Background: an optimization exercise with open tools, aiming at small area, a short achievable clock period and few clock cycles per item. Do not read the settings as production practice. RTL that was checked went through simulation tests only; none was proved equivalent to the original. Only the layout flow was run in run 2; the RTL was not checked for function there.

==> design.v <==
module l3cc_pll (
    input  wire        clk,
    input  wire        rst,         
    input  wire        start,       
    input  wire [31:0] target,
    input  wire [31:0] source,
    output wire        ready,
    output reg         done,        
    output reg         err,
    output reg         prescale,
    output reg         nwarn,
    output reg         ksat,
    output wire [3:0]  n,
    output reg  [23:0] k,
    output reg  [31:0] ndiv
);
    localparam [2:0] S_IDLE = 3'd0,
                     S_DIV1 = 3'd1,    
                     S_DIV2 = 3'd2,    
                     S_FRAC = 3'd3,    
                     S_DEC  = 3'd4;    
    localparam [31:0] FIXED_SCALE = 32'd167772160;   
    reg [2:0]  state;
    reg [31:0] t_r;         
    reg [31:0] s_r;         
    reg        pre_r;       
    reg [63:0] dq;
    reg [31:0] rem;
    reg [31:0] dvs;
    reg [6:0]  cnt;         
    wire [32:0] rem_sh  = {rem, dq[63]};
    wire [32:0] rem_sub = rem_sh - {1'b0, dvs};
    wire        q_bit   = ~rem_sub[32];
    wire [31:0] rem_nxt = q_bit ? rem_sub[31:0] : rem_sh[31:0];
    wire [31:0] quo32   = dq[31:0];
    wire [31:0] s_half  = {1'b0, s_r[31:1]};
    wire [63:0] frac_dividend = {32'd0, rem} * {32'd0, FIXED_SCALE};
    wire [27:0] kpart   = dq[27:0];
    wire [24:0] kfull   = dq[24:0] + {24'd0, (rem >= 32'd5)};
    assign ready = (state == S_IDLE);
    assign n     = ndiv[3:0];
    always @(posedge clk) begin
        if (rst) begin
            state <= S_IDLE;
            done  <= 1'b0;
        end else begin
            done <= 1'b0;
            case (state)
                S_IDLE: begin
                    if (start) begin
                        t_r   <= target;
                        s_r   <= source;
                        pre_r <= 1'b0;
                        if (target == 32'd0 || source == 32'd0) begin
                            done <= 1'b1;
                            err  <= 1'b1;
                        end else begin
                            dq    <= {target, 32'd0};
                            rem   <= 32'd0;
                            dvs   <= source;
                            cnt   <= 7'd32;
                            state <= S_DIV1;
                        end
                    end
                end
                S_DIV1, S_DIV2, S_FRAC, S_DEC: begin
                    if (cnt != 7'd0) begin
                        dq  <= {dq[62:0], q_bit};
                        rem <= rem_nxt;
                        cnt <= cnt - 7'd1;
                    end else begin
                        case (state)
                            S_DIV1: begin
                                if (quo32 < 32'd6) begin
                                    if (s_half == 32'd0) begin
                                        done  <= 1'b1;
                                        err   <= 1'b1;
                                        state <= S_IDLE;
                                    end else begin
                                        pre_r <= 1'b1;
                                        dq    <= {t_r, 32'd0};
                                        rem   <= 32'd0;
                                        dvs   <= s_half;
                                        cnt   <= 7'd32;
                                        state <= S_DIV2;
                                    end
                                end else begin
                                    ndiv  <= quo32;
                                    dq    <= frac_dividend << 4;
                                    rem   <= 32'd0;
                                    cnt   <= 7'd60;
                                    state <= S_FRAC;
                                end
                            end
                            S_DIV2: begin
                                ndiv  <= quo32;
                                dq    <= frac_dividend << 4;
                                rem   <= 32'd0;
                                cnt   <= 7'd60;
                                state <= S_FRAC;
                            end
                            S_FRAC: begin
                                dq    <= {kpart, 36'd0};
                                rem   <= 32'd0;
                                dvs   <= 32'd10;
                                cnt   <= 7'd28;
                                state <= S_DEC;
                            end
                            default: begin   
                                done     <= 1'b1;
                                err      <= 1'b0;
                                prescale <= pre_r;
                                nwarn    <= (ndiv < 32'd6) || (ndiv > 32'd12);
                                if (kfull[24]) begin
                                    k    <= 24'hFFFFFF;
                                    ksat <= 1'b1;
                                end else begin
                                    k    <= kfull[23:0];
                                    ksat <= 1'b0;
                                end
                                state <= S_IDLE;
                            end
                        endcase
                    end
                end
                default: state <= S_IDLE;
            endcase
        end
    end
endmodule
==> run.sh <==
#!/bin/bash
# synth_recipe.tcl (not shown) runs the flow's synth.tcl, then flattens the netlist and writes it again
# the make line also repeats each setting of config.mk as NAME=value (left out here)
make -C /OpenROAD-flow-scripts/flow DESIGN_CONFIG=/design/flow/config.mk WORK_HOME=/design/flow/orfs CLKGATE_MAP_FILE= SYNTH_SCRIPT=/design/flow/synth_recipe.tcl finish
==> config.mk <==
export PLATFORM = sky130hd
export DESIGN_NAME = l3cc_pll
export DESIGN_NICKNAME = l3cc_pll
export VERILOG_FILES = /design/flow/design.v
export SDC_FILE = /design/flow/constraint.sdc
export NUM_CORES = 4
export LEC_CHECK = 0
export CAP_MARGIN = 20
export CORE_MARGIN = 2
export CORE_UTILIZATION = 40
export SLEW_MARGIN = 20
==> constraint.sdc <==
create_clock -name core_clock -period 5.0 [get_ports {clk}]
set_input_delay 1.0000 -clock core_clock [delete_from_list [all_inputs] [get_ports {clk}]]
set_output_delay 1.0000 -clock core_clock [all_outputs]
set_load 0.01 [all_outputs]
==> results.txt, run 1 <==
- Netlist area before placement: 15000 sq um
* Cell depth of the worst flop-to-flop path: 13
* Buffers & Inverters on Critical Path: 1
- Buffers inserted during clock tree synthesis total 29.
- Total Routing Usage GR: 20.0%
* Final period demand of the worst path: 3.76 ns
- Setup repair after global routing left no endpoint under its margin.
- Total congestion overflow after global routing: 0
- The synthesized design spends more area on one cell type than any other, namely edfxtp_1.
- HPWL after detailed placement: 29.2 mm
- Counting instances, the worst hold path has a depth of 0.
* Actual slew at the worst max-slew pin: 1.00 ns
- Max-cap check violation count: 0
- STA classifies the critical path startpoint as a flip-flop.
* Total number of vias: 11600
- Io pins: 133
- The number of global-route vias before repair is 10900.
- Worst EP arrival: 4.07 ns
- Antenna Violating Nets Remaining: 0
- Final Hold Vio Count: 0
- Critical Path, Cell by Cell: nor4_1 -> nand4_1 -> nor4_1 -> nand3_1 -> ha_1 -> ha_1 -> nand3_1 -> nor3_1 -> and4_1 -> nand4_1 -> xor2_2 -> buf_4 -> o21ai_0
- Setup TNS Final: 0 ns
- Primary FF master, synth: edfxtp_1
- Final Slew Violations: 0
- After layout, the worst path uses 75.1% of the clock period.
- Required @ worst endpoint: 5.31 ns
- Most frequent cell after synthesis: edfxtp_1
- The number of gates resized after CTS was 0.
- Critical path's largest stage delay: 0.48 ns
- Library cells used by synthesis: 67
- CTS built an H-tree with a depth of 1.
- Worst hold slack: 0.421 ns
* Post-cts hold buffer count: 0
- Synthesis handed over a netlist of 1409 instances.
* Most instantiated cells after synthesis: edfxtp_1 (259), nand2_1 (177), a21oi_1 (110)
- The clock passes through at most 3 buffers.
* Wirelength per Cell: 19.7 um
* Die width: 198 um
* Buffers on Ports: 132
- Vias per std cell: 5.75
- Placeable core region: 36800 sq um
- Post CTS Setup Buffer Count: 0
* Detailed Route WL: 39.7 mm
* Sort of element at the end of the critical path: flip-flop
- N_diodes: 0
- Path category of the worst min-delay check: flip-flop to flip-flop
- Post-synth net total: 1574
- Largest net degree at the start of global routing: 72
- The initialized floorplan defines 70 standard-cell rows.
- Clock-pin slew was measured on the worst setup and hold paths at 0.07 ns.
- The worst setup path is of the flip-flop to flip-flop kind.
* Ys async rst share: 0%
- Largest cells by area after synthesis: edfxtp_1 (52%), ha_1 (8.0%), nand2_1 (4.4%)
- Initial cell density of the core: 40.8%
- The floorplan step defined a die boundary enclosing 39100 sq um.
- Outcome: complete, no violations
- The synthesized design devotes to its leading area cell type 51.8% of total area.
- The number of antenna violations at the first check in global routing was 0.
- The layout has 3381 filler cells.
- Measured against its own limit, the worst slew margin works out to 33.1%.
* Share of final-layout standard cells stronger than drive strength 1: 6.07%
- At the end of routability-driven placement, the weighted congestion stood at 0.866.
- For this design, the sink count on the clock tree is 263.
* Setup-failing EPs final: 0
* Critical-path top delay cell: edfxtp_1
* Net total in the final layout: 1691
- First drt pass iteration count: 6
- For this run, the number of Yosys warnings is 1.
- Family of cells with the greatest summed delay on the critical path: simple AND/OR/NAND/NOR gates
- The detailed router finished its first iteration with 962 violations.
- Once layout is complete, the utilization of the core stands at 48.4%.
- Achievable clock frequency: 0.266 GHz
- The die is 198 um tall.
- The tree is rooted in a clkbuf_16.
- Synth Register Bits: 263
* Critical Path Stages: 13
- Compared with the post-synthesis result, the final layout area differs by 18.6%.
* Wire length of the first global-routing pass: 61.5 mm
- Along the worst path, the maximum fanout reaches 25.
- On the final layout, the worst clock skew is 0.0140 ns.
- After detailed routing, the number of remaining DRC violations is 0.
* Average cell area after synthesis: 10.7 sq um
* Worst skew pair latency: 0.58 ns
- TritonCTS built the clock tree.
- Number of enable flip-flop cells after synthesis: 259
- Sequential cells were found to cover 52.3% of the synthesized design area.
## worst reg2reg max path: stages, from the launching register on
cell	delay, ns
edfxtp_1	0.48
nor4_1	0.47
nand4_1	0.17
nor4_1	0.38
nand3_1	0.23
ha_1	0.30
ha_1	0.28
nand3_1	0.14
nor3_1	0.11
and4_1	0.24
nand4_1	0.14
xor2_2	0.14
buf_4	0.28
o21ai_0	0.14
## sequential cells by signal, summed over array words and instances (netlist names), 3 cells and up
register / cells
cnt: 7
dq: 64
dvs: 32
k: 24
ndiv: 32
rem: 32
s_r: 31
state: 3
t_r: 32
## routing by layer
| layer | global-route usage [%] | up-vias | share of wire (%) |
|---|---|---|---|
| met2 | 32.6 | 404 | 47 |
| li1 | - | 5584 | - |
| met5 | 0 | - | 0 |
| met3 | 2.55 | 49 | 6.4 |
| met1 | 28.3 | 5552 | 45 |
| met4 | 5.10 | 0 | 2.0 |
## area by class of cell
cell class / count / area [sq um] / share of cell area [%]
Clock buffer: 33 / 741 / 4.16
Clock inverter: 21 / 191 / 1.08
Inverter: 48 / 180 / 1.01
Multi-Input combinational cell: 1034 / 6780 / 38.1
Sequential cell: 263 / 7860 / 44.1
Tap cell: 468 / 586 / 3.29
Timing Repair Buffer: 150 / 1470 / 8.25
## path summary, 6_finish.rpt
| kind | slack, ns | startpoint | end |
|---|---|---|---|
| setup / recovery | 1.24 | rem[11] | k[6] |
| hold / removal | 0.42 | pre_r | prescale |
| setup reg to reg | 1.24 | rem[11] | k[6] |
| hold reg to reg | 0.42 | pre_r | prescale |
## cell usage in the layout, fill, tap and decap left out, types with 9 or more instances in the layout
cell,instances
nand3_1,66
xnor2_1,35
nor4_1,46
o22ai_1,33
clkbuf_16,29
edfxtp_1,259
and3_1,34
a221oi_1,25
xor2_1,36
nand2_1,175
ha_1,96
o21a_1,10
inv_1,47
mux2i_1,20
nor2b_1,10
o21ai_0,49
clkdlybuf4s50_1,132
nor2_1,88
a211oi_1,9
nand4_1,22
o211ai_1,10
buf_4,17
nor3_1,22
nand2b_1,15
a21oi_1,110
clkinv_2,11
a21o_1,25
## metrics by stage
stage / area [sq um] / cells / setup WS [ns]
6_report: 17800 / 2017 / 1.24
5_1_grt: 17800 / 2017 / 1.01
3_5_place_dp: 16900 / 1963 / 1.00
3_3_place_gp: 16900 / 1963 / 0.975
4_1_cts: 17800 / 2017 / 1.22
2_1_floorplan: 15000 / 1409 / 0.0577
## kinds of logic after synthesis
group,synth area share (%)
simple gates,16.6
compound gates,13.8
flops,52.3
buf+inv,3.04
fa+ha+maj,8.27
xor+xnor,4.26
mux,1.71
Testbench counts, summed over its fixed seeds: cycles 235,551, items 1,600.
==> run 2, diff against run 1 <==
==> design.v (replaced) <==
module l3cc_pll (
    input  wire        clk,
    input  wire        rst,         
    input  wire        start,       
    input  wire [31:0] target,
    input  wire [31:0] source,
    output wire        ready,
    output wire        done,        
    output wire        err,
    output wire        prescale,
    output wire        nwarn,
    output wire        ksat,
    output wire [3:0]  n,
    output wire [23:0] k,
    output wire [31:0] ndiv
);
    localparam integer R  = 2;             
    localparam integer DW = 31 + R;        
    localparam integer RW = DW + 1;        
    reg        busy;        
    reg        prep;        
    reg        fin;         
    reg [5:0]  cnt;         
    reg [RW-1:0] rem;       
    reg [DW-1:0] d;         
    reg [56:0]   q;         
    reg          pre_r;
    reg          err_r;
    assign ready = ~busy;
    assign done  = fin;
    wire [34:0] six_s = {1'b0, source, 2'b00} + {2'b00, source, 1'b0};
    wire        pre_in = {3'b000, target} < six_s;
    wire [31:0] t_p = rem[31:0];
    wire [31:0] s_p = d[31:0];
    function [4:0] msb32(input [31:0] x);
        integer i;
        begin
            msb32 = 5'd0;
            for (i = 0; i < 32; i = i + 1)
                if (x[i]) msb32 = i[4:0];
        end
    endfunction
    wire [31:0] seff   = pre_r ? {1'b0, s_p[31:1]} : s_p;
    wire [4:0]  mt     = msb32(t_p);
    wire [4:0]  ms     = msb32(s_p);
    wire [6:0]  kdiff  = {2'b00, mt} - {2'b00, ms} + {6'd0, pre_r};
    wire [5:0]  kraw   = kdiff[6] ? 6'd0 : kdiff[5:0];
    wire [6:0]  kpad   = {1'b0, kraw} + 7'd26;
    wire [5:0]  kq     = kraw + ((R - kpad % R) % R);
    wire [DW-1:0] d_al = {{(DW-32){1'b0}}, seff} << kq;
    wire [6:0]  nsteps = {1'b0, kq} + 7'd26;
    wire [6:0]  ncyc   = nsteps / R;
    wire        err_p  = (t_p == 32'd0) || (s_p == 32'd0) ||
                         (pre_r && s_p[31:1] == 31'd0);
    wire [RW-1:0] rs [0:R];
    wire [R-1:0]  qb;
    assign rs[0] = rem;
    genvar g;
    generate
        for (g = 0; g < R; g = g + 1) begin : stage
            wire [RW:0] diff = {1'b0, rs[g]} - {2'b00, d};
            assign qb[R-1-g] = ~diff[RW];
            wire [RW-1:0] keep = qb[R-1-g] ? diff[RW-1:0] : rs[g];
            assign rs[g+1] = {keep[RW-2:0], 1'b0};
        end
    endgenerate
    always @(posedge clk) begin
        if (rst) begin
            busy <= 1'b0;
            prep <= 1'b0;
            fin  <= 1'b0;
        end else begin
            fin <= 1'b0;
            if (!busy) begin
                if (start) begin
                    busy <= 1'b1;
                    prep <= 1'b1;
                end
            end else if (prep) begin
                prep <= 1'b0;
            end else if (cnt == 6'd0) begin
                busy <= 1'b0;
                fin  <= 1'b1;
            end
        end
    end
    always @(posedge clk) begin
        if (!busy) begin
            rem   <= {{(RW-32){1'b0}}, target};
            d     <= {{(DW-32){1'b0}}, source};
            pre_r <= pre_in;
        end else if (prep) begin
            d     <= d_al;
            q     <= 57'd0;
            cnt   <= ncyc[5:0] - 6'd1;
            err_r <= err_p;
        end else begin
            rem   <= rs[R];
            q     <= {q[56-R:0], qb};
            cnt   <= cnt - 6'd1;
        end
    end
    wire [24:0] kinc = {1'b0, q[24:1]} + {24'd0, q[0]};
    assign err      = err_r;
    assign prescale = pre_r;
    assign ndiv     = q[56:25];
    assign n        = q[28:25];
    assign nwarn    = (ndiv < 32'd6) || (ndiv > 32'd12);
    assign ksat     = kinc[24];
    assign k        = kinc[23:0] | {24{kinc[24]}};
endmodule
==> results.txt, run 2 <==
- Placeable core region: 36800 sq um (unchanged)
- The slew at the pin closest to its max-slew limit came to 0.835 ns (-0.168 ns).
* Flip-flop count of the largest register after layout: 57 (-11%)
* Synthesis warning total: 1 (unchanged)
* Total number of vias: 16300 (+40%)
* Setup-failing EPs final: 73 (+73)
* Average cell area after synthesis: 8.40 sq um (-21%)
- Outcome: finished with violations
* Antenna Violating Nets Remaining: 0 (unchanged)
- The layout net count is 2565 (+52%).
* Ys async rst share: 0% (unchanged)
- The startpoint identified for the worst hold timing path is rem[33].
- The setup TNS came to -39.80 ns (-39.80 ns).
- Setup repair after global routing could not meet its margin everywhere.
* Worst skew pair latency: 0.44 ns (-0.14 ns)
* Buffers on Ports: 132 (unchanged)
- The peak clock frequency supported by timing was 0.175 GHz (-34%).
- The largest registers in the layout are q (57), rem (34), d (33).
- The critical path data arrival time was 5.85 ns (+1.78 ns).
- Row cnt: 70 (unchanged)
- STA classifies the critical path startpoint as a flip-flop.
- The worst endpoint required time is 5.12 ns (-0.19 ns).
- Most instantiated cells after synthesis: nand2_1 (199), ha_1 (141), a21oi_1 (140)
* Total non-filler cell area in the finished layout: 22400 sq um (+26%)
- The die height is 198 um (about the same).
- The total wire length is 56.3 mm (+42%).
- N_diodes: 0 (unchanged)
- Die width: 198 um (about the same)
* Gate Count Post-Synth: 1787 (+27%)
- Max-cap check violation count: 0 (unchanged)
* Failing layout criteria: setup timing
- The number of global-route vias before repair came to 16000 (+47%).
- The core occupancy in the finished layout was 61.0% (+13 points).
- The instance count after placement with tap cells included was 2734 (+39%).
- Summed over all instances, the cell type with the most area after synthesis is edfxtp_1.
* Startpoint of the worst register-to-register path: rem[2]
- Hold Path Sink: rem[33]
- STA classifies the critical path endpoint as a flip-flop.
- The number of iterations in the first detailed-routing pass is 8 (+2).
- Reg area: 4000 sq um (-49%)
- Leaving out fill and tap cells, the most frequent cell in the layout is buf_4.
- Worst setup path startpoint: rem[2]
- The final instance count without filler cells came to 2834 (+41%).
- Post-synth net total: 1999 (+27%)
* Fillcell total: 3124 (-7.6%)
* Total congestion overflow after global routing: 0 (unchanged)
- The part of the Yosys area used for sequential elements was 26.6% (-26 points).
- Most frequent cell after synthesis: nand2_1
- Most used cells in the layout excluding fill and tap cells: buf_4 (460), nand2_1 (177), edfxtp_1 (129)
- The number of cells on the worst reg-to-reg path came to 22 (+9).
* Final Hold Vio Count: 0 (unchanged)
* Initial cell density of the core: 40.8% (about the same)
* Area of the multi-input gates: 11300 sq um (+66%)
- By startpoint and endpoint, the worst setup path is classified as flip-flop to flip-flop.
- Root buf cell: clkbuf_16
- The first-pass GRT wire length was 85.2 mm (+39%).
* Synth Register Bits: 135 (-49%)
- The estimated wirelength of the detail-placed design was 43.8 mm (+50%).
* Number of CTS-inserted buffers: 17 (-41%)
* Maximum fanout encountered on the critical timing path: 11 (-56%)
- Reg2Reg Capture Point: rem[8]
- Last weighted congestion value of the routability-driven placer: 0.957 (+11%)
- Worst Setup Slack, final: -0.730 ns (-1.97 ns)
* Clock tree from TritonCTS: done
- Clock Skews: 0.0205 ns (+0.00658 ns)
- Initial antenna violation count: 0 (unchanged)
- The count of pins over their slew limit is 0 (unchanged).
- The residual DRC count was 0 (unchanged).
- The distinct cell type count of the synthesized netlist was 81 (+21%).
* Share of final-layout standard cells stronger than drive strength 1: 33.9% (+28 points)
- Register with the highest flop count: q
* Placed cell areas: 20000 sq um (+19%)
- Vias per std cell: 5.74 (about the same)
- The number of buffers on the longest clock path came to 2 (-1).
- The number of I/O pins came to 133 (unchanged).
- The shortest period the worst path allows is 5.73 ns (+1.97 ns).
- The part of the cycle the worst path needs came to 115% (+39 points).
- Clock edge transition at the registers on the reported setup and hold paths: 0.07 ns (about the same)
- The overall routing resource usage came to 28.0% (+8.0 points).
- Number of enable flip-flop cells after synthesis: 129 (-50%)
- Wirelength per Cell: 19.9 um (+0.96%)
- 1st-iter DRT viols: 1326 (+38%)
- Area growth from synthesis to layout: 49.6%
- Largest cells by area after synthesis: edfxtp_1 (26%), ha_1 (12%), nand2_1 (5.0%)
- The worst slew slack as a fraction of its limit is 44.3% (+11 points).
- Largest net degree at the start of global routing: 73 (+1.4%)
- The TritonCTS sink count was 135 (-49%).
- The number of buffers inserted by hold repair at cts came to 0 (unchanged).
- Netlist area before placement: 15000 sq um (about the same)
- The worst hold margin is 0.471 ns (+0.0495 ns).
- The H-tree level count is 4 (+3).
- Path category of the worst min-delay check: flip-flop to flip-flop
* Worst hold path cell count: 2 (+2)
- The share of the synthesized area in the top cell type came to 25.8% (-26 points).
- Worst slack after detailed placement: -0.920 ns (-1.92 ns)
- In the synthesized netlist the dominant register cell turns out to be edfxtp_1.
* Area of the die: 39100 sq um (about the same)
run 2: changes by cell type after synthesis, sizes merged, moves of 33 or more:
cell,change
edfxtp,-130
o21ai,+66
nor2b,+58
inv,+46
ha,+45
nor2,+44
a31oi,+39
buf,+39
nand3,-33
run 2: final cells by class:
type	instances	area share, %
clock buffers	17	1.90
clock inverters	15	0.897
inverters	96	1.66
multi-input cells	1455	50.3
flip-flops and latches	135	17.8
well taps	468	2.61
repair buffers	648	24.9
run 2: repair_timing:
action                     CTS  global route
setup endpoints to repair   74            75
pin swaps                   52            90
cloned                       4             2
buffers inserted            40            29
gates resized for setup    128           171
run 2: worst max-delay path by stage:
| stage | end | slack (ns) | depth (start not counted) |
|---|---|---|---|
| 2_1_floorplan | rem[2] | -0.50 | 26 |
| 3_3_place_gp | rem[3] | -0.92 | 22 |
| 3_5_place_dp | rem[32] | -0.92 | 25 |
| 4_1_cts | rem[2] | -0.74 | 25 |
| 5_1_grt | d[27] | -0.92 | 24 |
| 6_report | rem[8] | -0.73 | 22 |
run 2: critical path, cell delays in order (launching register included):
cell and delay, ns:
edfxtp_1 0.41, buf_6 0.15, ha_4 0.23, nor2b_4 0.13, o31ai_4 0.31, a211oi_2 0.14
o31a_1 0.34, a41o_1 0.29, a311oi_4 0.39, buf_12 0.20, mux2_4 0.32, ha_4 0.16
or4_4 0.52, o21ai_4 0.18, a211o_1 0.25, o21ai_4 0.09, a221oi_4 0.37, o31ai_4 0.12
a311o_1 0.33, buf_12 0.17, buf_8 0.13, nand2_1 0.05, a31oi_1 0.10
run 2: metal layers:
layer / GRT usage [%] / vias up / routed length (um)
li1: - / 7760 / -
met1: 35.7 / 7711 / 23700
met2: 48.7 / 681 / 27000
met3: 3.98 / 127 / 3750
met4: 9.16 / 0 / 1850
met5: 0 / - / 0
run 2: kinds of logic after synthesis:
| logic type | after synthesis | synth area share [%] |
|---|---|---|
| XOR/XNOR | 99 | 5.88 |
| adder cells (fa/ha/maj) | 145 | 12.3 |
| buffers and inverters | 198 | 6.13 |
| multiplexers | 60 | 5.43 |
| AO/OA/AOI/OAI | 559 | 24.9 |
| flip-flops | 135 | 26.6 |
| AND/OR/NAND/NOR | 591 | 18.7 |
==> run 3, diff against run 2 <==
==> design.v (replaced) <==
module l3cc_pll (
    input  wire        clk,
    input  wire        rst,         
    input  wire        start,       
    input  wire [31:0] target,
    input  wire [31:0] source,
    output wire        ready,
    output wire        done,        
    output wire        err,
    output wire        prescale,
    output wire        nwarn,
    output wire        ksat,
    output wire [3:0]  n,
    output wire [23:0] k,
    output wire [31:0] ndiv
);
    reg        busy;        
    reg        p1;
    reg        p2;
    reg        fin;         
    reg [5:0]  cnt;         
    reg [32:0] rem;         
    reg [31:0] d;           
    reg [56:0] q;           
    reg        pre_r;
    reg        err_r;
    reg [4:0]  sh_r;        
    wire       div = busy & ~p1 & ~p2;
    assign ready = ~busy;
    assign done  = fin;
    wire [31:0] t_r = rem[31:0];
    wire [33:0] op_a  = {2'b00, d};
    wire [33:0] op_b  = {1'b0, d, 1'b0};
    wire [33:0] op_c  = ~{3'b000, t_r[31:1]};
    wire [33:0] cs_s  = op_a ^ op_b ^ op_c;
    wire [33:0] cs_c  = (op_a & op_b) | (op_a & op_c) | (op_b & op_c);
    wire [34:0] cs_t  = {1'b0, cs_s} + {cs_c, 1'b0};
    wire        pre_p = cs_t[34];
    function [4:0] msb32(input [31:0] x);
        integer i, j;
        reg [31:0] above;    
        reg [31:0] lead;     
        begin
            above[31] = 1'b0;
            for (i = 30; i >= 0; i = i - 1)
                above[i] = above[i+1] | x[i+1];
            lead = x & ~above;
            for (j = 0; j < 5; j = j + 1) begin
                msb32[j] = 1'b0;
                for (i = 0; i < 32; i = i + 1)
                    if ((i >> j) & 1) msb32[j] = msb32[j] | lead[i];
            end
        end
    endfunction
    wire [5:0]  e     = {1'b0, msb32(t_r)} - {1'b0, msb32(d)};
    wire [4:0]  sh_p  = e[5] ? 5'd0 : e[4:0];
    wire        err_p = (t_r == 32'd0) || (d[31:1] == 31'd0 && (d[0] == 1'b0 || t_r[31:3] == 29'd0 && t_r[2:0] < 3'd6));
    wire [31:0] s_al  = {d[31:1], d[0] & ~pre_r} << sh_r;
    wire [33:0] diff  = {1'b0, rem} - {2'b00, d};
    wire        qb    = ~diff[33];
    wire [32:0] keep  = qb ? diff[32:0] : rem;
    always @(posedge clk) begin
        if (rst) begin
            busy <= 1'b0;
            p1   <= 1'b0;
            p2   <= 1'b0;
            fin  <= 1'b0;
        end else begin
            fin <= 1'b0;
            p1  <= 1'b0;
            p2  <= p1;
            if (!busy) begin
                if (start) begin
                    busy <= 1'b1;
                    p1   <= 1'b1;
                end
            end else if (div && cnt == 6'd0) begin
                busy <= 1'b0;
                fin  <= 1'b1;
            end
        end
    end
    always @(posedge clk) begin
        if (!busy) begin
            rem <= {1'b0, target};
            d   <= source;
        end else if (p1) begin
            pre_r <= pre_p;
            err_r <= err_p;
            sh_r  <= sh_p;
        end else if (p2) begin
            d   <= s_al;
            cnt <= {1'b0, sh_r} + {5'd0, pre_r} + 6'd25;
        end else begin
            rem <= {keep[31:0], 1'b0};
            cnt <= cnt - 6'd1;
        end
        q <= div ? {q[55:0], qb} : 57'd0;
    end
    wire [24:0] kinc = {1'b0, q[24:1]} + {24'd0, q[0]};
    assign err      = err_r;
    assign prescale = pre_r;
    assign ndiv     = q[56:25];
    assign n        = q[28:25];
    assign nwarn    = (ndiv < 32'd6) || (ndiv > 32'd12);
    assign ksat     = kinc[24];
    assign k        = kinc[23:0] | {24{kinc[24]}};
endmodule
--- a/config.mk
+++ b/config.mk
@@ -9,3 +9,4 @@
 export CORE_MARGIN = 2
 export CORE_UTILIZATION = 40
+export SETUP_SLACK_MARGIN = 2
 export SLEW_MARGIN = 20
==> results.txt, run 3 <==
* Outcome: complete, no violations
- Last weighted congestion value of the routability-driven placer: 0.878 (-8.2%)
- The total via count in the routed design was 10700 (-34%).
* Placeable core region: 28900 sq um (-22%)
* Worst hold slack: 0.477 ns (+0.00639 ns)
- The number of buffers on the longest clock path came to 2 (unchanged).
- Root buf cell: clkbuf_16
- Achievable clock frequency: 0.298 GHz (+71%)
* Total Routing Usage GR: 23.0% (-5.0 points)
* Setup Crit Path Kind: flip-flop to output port
- The layout net count is 1725 (-33%).
- Total congestion overflow after global routing: 0 (unchanged)
- Most frequent cell after synthesis: nand2_1
* Worst slack after detailed placement: 1.23 ns (+2.15 ns)
* Worst Setup Slack, final: 1.65 ns (+2.38 ns)
- Path category of the worst min-delay check: flip-flop to flip-flop
* Post-synthesis sequential area ratio: 30.1% (+3.5 points)
* Primary FF master, synth: edfxtp_1
- The library cell used most frequently in the layout, excluding fill and tap cells, is nand2_1.
- Ranked by instance count, the synthesized netlist is headed by nand2_1 (165), inv_1 (119), nor2_1 (94).
* Worst skew pair latency: 0.44 ns (about the same)
* Number of cells in the design after placement: 1780 (-35%)
- In the layout the commonest cells are nand2_1 (133), buf_4 (112), clkdlybuf4s50_1 (106).
- Fin crit share: 67.0% (-48 points)
- Gate Count Post-Synth: 1340 (-25%)
- Flip-flop count of the largest register after layout: 57 (unchanged)
* HPWL after detailed placement: 24.7 mm (-44%)
- The antenna diode count was 0 (unchanged).
- H-tree Lvls: 4 (unchanged)
- Library cells used by synthesis: 72 (-11%)
- Antenna Violating Nets Remaining: 0 (unchanged)
* TritonCTS Sinks: 139 (+3.0%)
- Area of the die: 30900 sq um (-21%)
- Register with the highest flop count: q
- The top fanout value on the critical path came to 7 (-4).
- Wire length of the first global-routing pass: 55.8 mm (-35%)
* Number of global-route vias before repair: 10200 (-37%)
* Element type at the critical path start: flip-flop
- Share of final-layout standard cells stronger than drive strength 1: 24.7% (-9.2 points)
- Post-route non-filler standard cell count: 1932 (-32%)
- The cell row count was 62 (-11%).
* Netlist area before placement: 11800 sq um (-21%)
* Unrepaired setup endpoints after global routing: true
- The synthesized flop and latch total came to 139 (+3.0%).
- Average cell area after synthesis: 8.81 sq um (+4.9%)
* Ys async rst share: 0% (unchanged)
* Final Hold Vio Count: 0 (unchanged)
* Vias per std cell: 5.52 (-3.9%)
- The number of iterations in the first detailed-routing pass is 6 (-2).
- 1st-iter DRT viols: 960 (-28%)
- TritonCTS built the clock tree.
- The total wire length came to 36.6 mm (-35%).
* Proportion of netlist area held by the largest area contributor: 19.6% (-6.2 points)
- Setup TNS Final: 0 ns (+39.80 ns)
- By area the synthesized netlist is led by edfxtp_1 (20%), dfxtp_1 (11%), ha_1 (9.6%).
- Final period demand of the worst path: 3.35 ns (-2.38 ns)
- Leading area contributor after synthesis: edfxtp_1
- The net count after synthesis is 1530 (-23%).
* Final Slew Violations: 0 (unchanged)
- The routed length per instance was 18.9 um (-4.7%).
- The critical path data arrival time was 2.35 ns (-3.50 ns).
- The number of antenna violations at the first check in global routing came to 0 (unchanged).
* Number of CTS-inserted buffers: 17 (unchanged)
- Setup-failing EPs final: 0 (-100%)
- The pin count of the biggest net entering global routing was 59 (-19%).
- The starting utilization of the core area is 40.9% (+0.13 points).
- Sort of element at the end of the critical path: output port
- The width of the die was 176 um (-11%).
- The worst slew slack as a fraction of its limit is 32.3% (-12 points).
- The clock tree skew after final layout came to 0.0118 ns (-0.00873 ns).
* Required @ worst endpoint: 4.00 ns (-1.12 ns)
- Die height: 176 um (-11%)
- Area growth from synthesis to layout: 32.0%
* Actual slew at the worst max-slew pin: 1.01 ns (+0.180 ns)
- Synthesis warning total: 1 (unchanged)
- Clock edge transition at the registers on the reported setup and hold paths: 0.07 ns (about the same)
* Io pins: 133 (unchanged)
- The largest registers in the layout are q (57), rem (33), d (32).
- The number of max-cap violations was 0 (unchanged).
- The number of flops mapped to enable cells by yosys was 77 (-40%).
- The number of buffers inserted by port buffering is 132 (unchanged).
* DR DRC count: 0 (unchanged)
run 3: cell types whose count changed in the layout (fill, tap and decap cells not counted), sizes merged, moves of 41 or more:
cell    delta
nor2b     -54
ha        -50
edfxtp    -52
a21oi     -71
nor2      -41
buf      -364
o21ai     -55
dfxtp     +56
and2      +58
run 3: path summary, 6_finish.rpt:
kind,slack [ns],end,startpoint,depth (start not counted)
hold / removal,0.48,q[34],q[33],1
hold reg to reg,0.48,q[34],q[33],1
setup reg to reg,1.77,sh_r[1],d[31],15
setup / recovery,1.65,k[6],q[3],10
run 3: per-layer routing:
| layer | part of all wire, % | global-route usage [%] |
|---|---|---|
| met1 | 46 | 32.7 |
| met2 | 45 | 35.4 |
| met3 | 5.5 | 3.79 |
| met4 | 3.2 | 7.71 |
| met5 | 0 | 0 |
run 3: metrics by stage:
| step | util, % | area (sq um) |
|---|---|---|
| 2_1_floorplan | - | 11900 |
| 3_3_place_gp | 46.2 | 13300 |
| 3_5_place_dp | 46.3 | 13400 |
| 4_1_cts | 51.3 | 14800 |
| 5_1_grt | 54.0 | 15600 |
| 6_report | 54.0 | 15600 |
run 3: critical path: stages (launching register included):
cell and delay [ns]:
dfxtp_4 0.35, and3_4 0.18, and2_4 0.14, and3_4 0.18
and4_1 0.20, and2_4 0.20, nand2_4 0.07, or2_4 0.29
buf_6 0.13, o21ai_2 0.04, buf_2 0.14
run 3: logic make-up (layout without fill, tap and decap cells):
family / Yosys count / in the layout / share of synthesized area (%)
flops: 139 / 139 / 30.1
compound gates: 301 / 305 / 17.3
simple gates: 466 / 469 / 19.1
fa+ha+maj: 123 / 123 / 15.1
xor+xnor: 48 / 48 / 3.56
buf+inv: 210 / 411 / 8.14
mux: 53 / 53 / 6.76
run 3: what timing repair did:
action,in CTS,in global routing
resized for setup,195,114
hold buffers,0,0
buffers inserted,70,41
endpoints found under the setup margin,66,64
pin swaps,33,51
cloned,6,3
run 3: final cells by class:
type	count	area [sq um]
clock inverter	15	151
inverter	120	477
timing repair buffer	259	2360
clock buffer	17	425
tap	384	480
fill	2622	13300
sequential	139	3570
multi-input combinational	998	8120
Testbench counts of run 3, summed over its fixed seeds: cycles 51,749, items 1,600.

[what the ideal ports hide]
Ports are ideal in the flow. The routed layouts listed here were re-timed in OpenROAD. Step 1 sets driving cells, clkbuf_16 on the clock port and buf_2 on the other inputs (assumed; they add their load-dependent delay and slew). Step 2, shift: input delay + t, output delay - t, t = (earliest + latest rising clock arrival at the registers) / 2. This alone moves slack from input paths to output paths. Three values: ideal, step 1, step 2; two values: the first two.
run	t (ns)	slack for setup (ns)	latest minus earliest clock arrival (ns)	worst slew at a driven data input, ns	pins driven straight from the clock port
run 1	0.619	1.243 / 1.243 / 0.900	0.014 / 0.014	0.06	1
run 2	0.478	-0.730 / -0.730 / -0.730	0.021 / 0.020	0.06	1
run 3	0.478	1.648 / 1.600 / 1.773	0.013 / 0.013	0.06	1
For run 1, which loses most, drivers alone change the setup slack by 0.000 ns; drivers and shift together by -0.343 ns.
